From an optimization exercise on the open Yosys and OpenROAD flow, aimed at small area, a short achievable clock period and few clock cycles; shortcuts taken in it are not production practice. RTL that was checked went through simulation tests only; none was proved equivalent to the original. Power is estimated from default activity; no workload was simulated.

== the baseline ==
// symcodec_rx
module symcodec_rx (
    input  wire        clk,
    input  wire        rst,
    input  wire        in_valid,
    output wire        in_ready,
    input  wire [63:0] in_data,     
    input  wire [3:0]  in_groups,   
    input  wire        in_last,     
    output reg         out_valid,
    output reg  [7:0]  out_byte,
    output reg  [2:0]  out_kind,    
    output reg         done,
    output wire [1:0]  res,         
    output wire [3:0]  cause,       
    output wire        chkmis,
    output wire [15:0] clean_bits,
    output wire [15:0] n_bytes,
    output wire [31:0] pre,
    output wire [15:0] len,
    output wire [7:0]  stored_chk,
    output wire [7:0]  calc_chk,
    output wire [15:0] bad_index,
    output wire [5:0]  bad_win
);
    localparam [2:0] K_PRE = 3'd0, K_LEN = 3'd1, K_PAY = 3'd2, K_CHK = 3'd3, K_TRAIL = 3'd4;
    function [3:0] nib6;
        input [5:0] c;
        begin
            nib6[3] = c[5];
            nib6[2] = (c[5] & c[3] & ~c[0]) | (c[4] & ~c[2] & ~c[1]) | (c[4] & ~c[0]);
            nib6[1] = (~c[5] & ~c[3] & c[0]) | (c[5] & ~c[3] & ~c[0]) |
                      (c[5] & ~c[2] & ~c[1]) | (c[4] & c[3] & ~c[0]);
            nib6[0] = c[5] ^ c[4] ^ c[1];
        end
    endfunction
    function one3;
        input [2:0] v;
        one3 = (v[0] & ~v[1] & ~v[2]) | (~v[0] & v[1] & ~v[2]) | (~v[0] & ~v[1] & v[2]);
    endfunction
    function two3;
        input [2:0] v;
        two3 = (v[0] & v[1] & ~v[2]) | (v[0] & ~v[1] & v[2]) | (~v[0] & v[1] & v[2]);
    endfunction
    function mapped6;
        input [5:0] c;
  ...
Settings: LEC_CHECK=0, ABC_AREA=1, CAP_MARGIN=20, CORE_MARGIN=2, CORE_UTILIZATION=50, SETUP_SLACK_MARGIN=2.6, SLEW_MARGIN=20; clock period 5.0 ns.
standard.sh (not shown) runs the stock make flow with config.mk's settings and CLKGATE_MAP_FILE= SYNTH_SCRIPT=/design/flow/synth_recipe.tcl, a recipe that flattens the netlist after the stock synthesis.
==> flow/flow/run.sh <==
#!/bin/bash
# Standard ORFS layout (standard.sh: the standard flow's synthesis, floorplan, place, CTS,
# route, finish) with two changes:
#  - the buffers that buffer_ports puts on every input and output port are
#    sky130_fd_sc_hd__buf_1 cells instead of the default pick;
#  - clock tree synthesis builds the tree from clkbuf_8/clkbuf_16 cells and
#    adds no dummy loads to even out the tree.
# The full make output goes to standard.log in this folder; each ORFS step's
# own log stays under orfs/logs/.
set -euo pipefail
export BUFFER_PORTS_ARGS="-buffer_cell sky130_fd_sc_hd__buf_1"
export CTS_ARGS="-sink_clustering_enable -repair_clock_nets -buf_list {sky130_fd_sc_hd__clkbuf_8 sky130_fd_sc_hd__clkbuf_16} -dont_use_dummy_load"
bash standard.sh > standard.log 2>&1
Changes in the candidate relative to the baseline:
Settings: SETUP_SLACK_MARGIN now 2.7, was 2.6.
Results
- Status: combinational fraction of design power parity (the candidate, the baseline)
- The multi-input gate share of the layout cell area in the candidate was higher than what the baseline gave.
- In the tables for the baseline and the candidate, non-clock buffer count reads higher with the candidate.
- Data arrival time of the worst path is higher on the baseline
- Comparing the baseline and the candidate, the higher final period demand of the worst path is on the candidate.
- Placed cell area came out exactly the same in the baseline and the candidate.
- Compared the candidate against the baseline; total power within noise.
- In the candidate the total routing resource utilization after global routing turned out 0.22 points higher than in the baseline.
Function was not checked in any run of this note: the RTL went through the layout flow alone.

* * *

Another version of the RTL of symcodec_rx (not shown whole).
Size: roughly 1100 cells after synthesis, about 210 I/O pins, about 8800 um^2 of cells after synthesis.
export LEC_CHECK = 0
export ABC_AREA = 1
export CAP_MARGIN = 20
export CORE_MARGIN = 2
export CORE_UTILIZATION = 50
export PLACE_DENSITY = 0.8
export SETUP_SLACK_MARGIN = 2.7
export SLEW_MARGIN = 20
create_clock -name core_clock -period 5.0 [get_ports {clk}]
==> flow/flow/run.sh <==
#!/bin/bash
# Standard ORFS layout (standard.sh: the standard flow's synthesis, floorplan, place, CTS,
# route, finish) with two changes:
#  - the buffers that buffer_ports puts on every input and output port are
#    sky130_fd_sc_hd__buf_1 cells instead of the default pick;
#  - clock tree synthesis builds the tree from clkbuf_4/clkbuf_8 cells and
#    adds no dummy loads to even out the tree.
# The full make output goes to standard.log in this folder; each ORFS step's
# own log stays under orfs/logs/.
set -euo pipefail
export BUFFER_PORTS_ARGS="-buffer_cell sky130_fd_sc_hd__buf_1"
export CTS_ARGS="-sink_clustering_enable -repair_clock_nets -buf_list {sky130_fd_sc_hd__clkbuf_4 sky130_fd_sc_hd__clkbuf_8} -dont_use_dummy_load"
bash standard.sh > standard.log 2>&1
Testbench counts at the start, summed over its fixed seeds: cycles 15,365.
Change:
ABC_AREA = not set   (was 1)
PLACE_DENSITY = not set   (was 0.8)
Die area is higher by about 2.8%.
Via count is lower by about 7%.
Fmax is lower by 4.3%.
Change:
ABC_AREA = 1   (was not set)
What happened:
- worst hold slack is worse by 46 ps
- clock-buffer cell count is unchanged
- cell area drops by 3.3%
- worst setup slack is better by 130 ps
- routed wire length drops by about 2%
- cell count climbs by about 10%
Change:
CORE_UTILIZATION = 55   (was 50)
The new run finished clean.
Die area shrinks by 8.8%.
Clock-buffer cell count stays the same.
Critical path depth shrinks by 13.
Utilization grows by 6.3 points.
Area after synthesis is unchanged.
Sequential power barely changes.

* * *

Another version of the RTL of symcodec_rx (not shown whole).
Size in the first run: roughly 1200 cells after synthesis, roughly 210 I/O pins, roughly 0.0092 sq mm of cells after synthesis.
export LEC_CHECK = 0
export ABC_AREA = 1
export CAP_MARGIN = 20
export CORE_MARGIN = 2
export CORE_UTILIZATION = 50
export SETUP_SLACK_MARGIN = 2.7
export SLEW_MARGIN = 20
create_clock -name core_clock -period 5.0 [get_ports {clk}]
==> flow/flow/run.sh <==
#!/bin/bash
# Standard ORFS layout (standard.sh: the standard flow's synthesis, floorplan, place, CTS,
# route, finish) with two changes:
#  - the buffers that buffer_ports puts on every input and output port are
#    sky130_fd_sc_hd__buf_1 cells instead of the default pick;
#  - clock tree synthesis builds the tree from clkbuf_8/clkbuf_16 cells and
#    adds no dummy loads to even out the tree.
# The full make output goes to standard.log in this folder; each ORFS step's
# own log stays under orfs/logs/.
set -euo pipefail
export BUFFER_PORTS_ARGS="-buffer_cell sky130_fd_sc_hd__buf_1"
export CTS_ARGS="-sink_clustering_enable -repair_clock_nets -buf_list {sky130_fd_sc_hd__clkbuf_8 sky130_fd_sc_hd__clkbuf_16} -dont_use_dummy_load"
bash standard.sh > standard.log 2>&1
Testbench counts at the start, summed over its fixed seeds: cycles 15,365.
Then changed:
==> flow/flow/run.sh (replaced) <==
#!/bin/bash
# Standard ORFS layout (standard.sh: the standard flow's synthesis, floorplan, place, CTS,
# route, finish) with two changes:
#  - the buffers that buffer_ports puts on every input and output port are
#    sky130_fd_sc_hd__buf_1 cells instead of the default pick;
#  - clock tree synthesis builds the tree from {sky130_fd_sc_hd__clkbuf_4 sky130_fd_sc_hd__clkbuf_8} cells and
#    adds no dummy loads to even out the tree.
# The full make output goes to standard.log in this folder; each ORFS step's
# own log stays under orfs/logs/.
set -euo pipefail
export BUFFER_PORTS_ARGS="-buffer_cell sky130_fd_sc_hd__buf_1"
export CTS_ARGS="-sink_clustering_enable -repair_clock_nets -buf_list {sky130_fd_sc_hd__clkbuf_4 sky130_fd_sc_hd__clkbuf_8} -dont_use_dummy_load"
bash standard.sh > standard.log 2>&1
Outcome: The new run finished clean; combinational power is about the same; via count goes down slightly; wire length goes down slightly; power goes down by roughly a tenth; cell area goes down slightly; sequential power barely changes.

[what the ideal ports hide]
The flow's constraints put no driver on any port. The routed layouts listed below were extracted and timed again, unchanged, in two steps.
Step 1 (the two cells are an assumption about what drives the block):
set clk [get_ports {clk}]
set_driving_cell -lib_cell sky130_fd_sc_hd__clkbuf_16 $clk
set_driving_cell -lib_cell sky130_fd_sc_hd__buf_2 [delete_from_list [all_inputs] $clk]
Step 2 adds t to the input delays and takes it off the output delays; t is the mean of the earliest and latest rising clock arrival at the registers after step 1. Input paths then give back, and output paths get back, about the clock's delay inside the block.
Slacks: ideal ports / drivers / drivers and shift; pairs: ideal ports / drivers.
run | t, ns | setup WS [ns] | worst hold slack (ns) | latest minus earliest clock arrival (ns) | worst data-port slew with drivers (ns)
the baseline | 0.465 | 2.734 / 2.734 / 2.465 | 0.409 / 0.409 / 0.409 | 0.033 / 0.034 | 0.04
the candidate | 0.468 | 2.727 / 2.680 / 2.489 | 0.409 / 0.409 / 0.409 | 0.034 / 0.033 | 0.04
the first run of note 2 | 0.492 | 2.779 / 2.779 / 2.483 | 0.382 / 0.382 / 0.382 | 0.043 / 0.042 | 0.04
the second run of note 2 | 0.480 | 2.678 / 2.678 / 2.369 | 0.413 / 0.413 / 0.413 | 0.053 / 0.053 | 0.04
the third run of note 2 | 0.479 | 2.812 / 2.805 / 2.453 | 0.367 / 0.367 / 0.367 | 0.053 / 0.052 | 0.04
the fourth run of note 2 | 0.494 | 2.805 / 2.767 / 2.452 | 0.382 / 0.382 / 0.382 | 0.041 / 0.042 | 0.03
the first run of note 3 | 0.471 | 2.802 / 2.756 / 2.434 | 0.403 / 0.403 / 0.403 | 0.030 / 0.030 | 0.04
the second run of note 3 | 0.485 | 2.778 / 2.737 / 2.394 | 0.400 / 0.400 / 0.400 | 0.049 / 0.048 | 0.04
After both steps setup and hold are still met in every run listed. The setup slack of the second run of note 3, which loses most, moves by -0.041 ns with the drivers and by -0.384 ns with both steps.
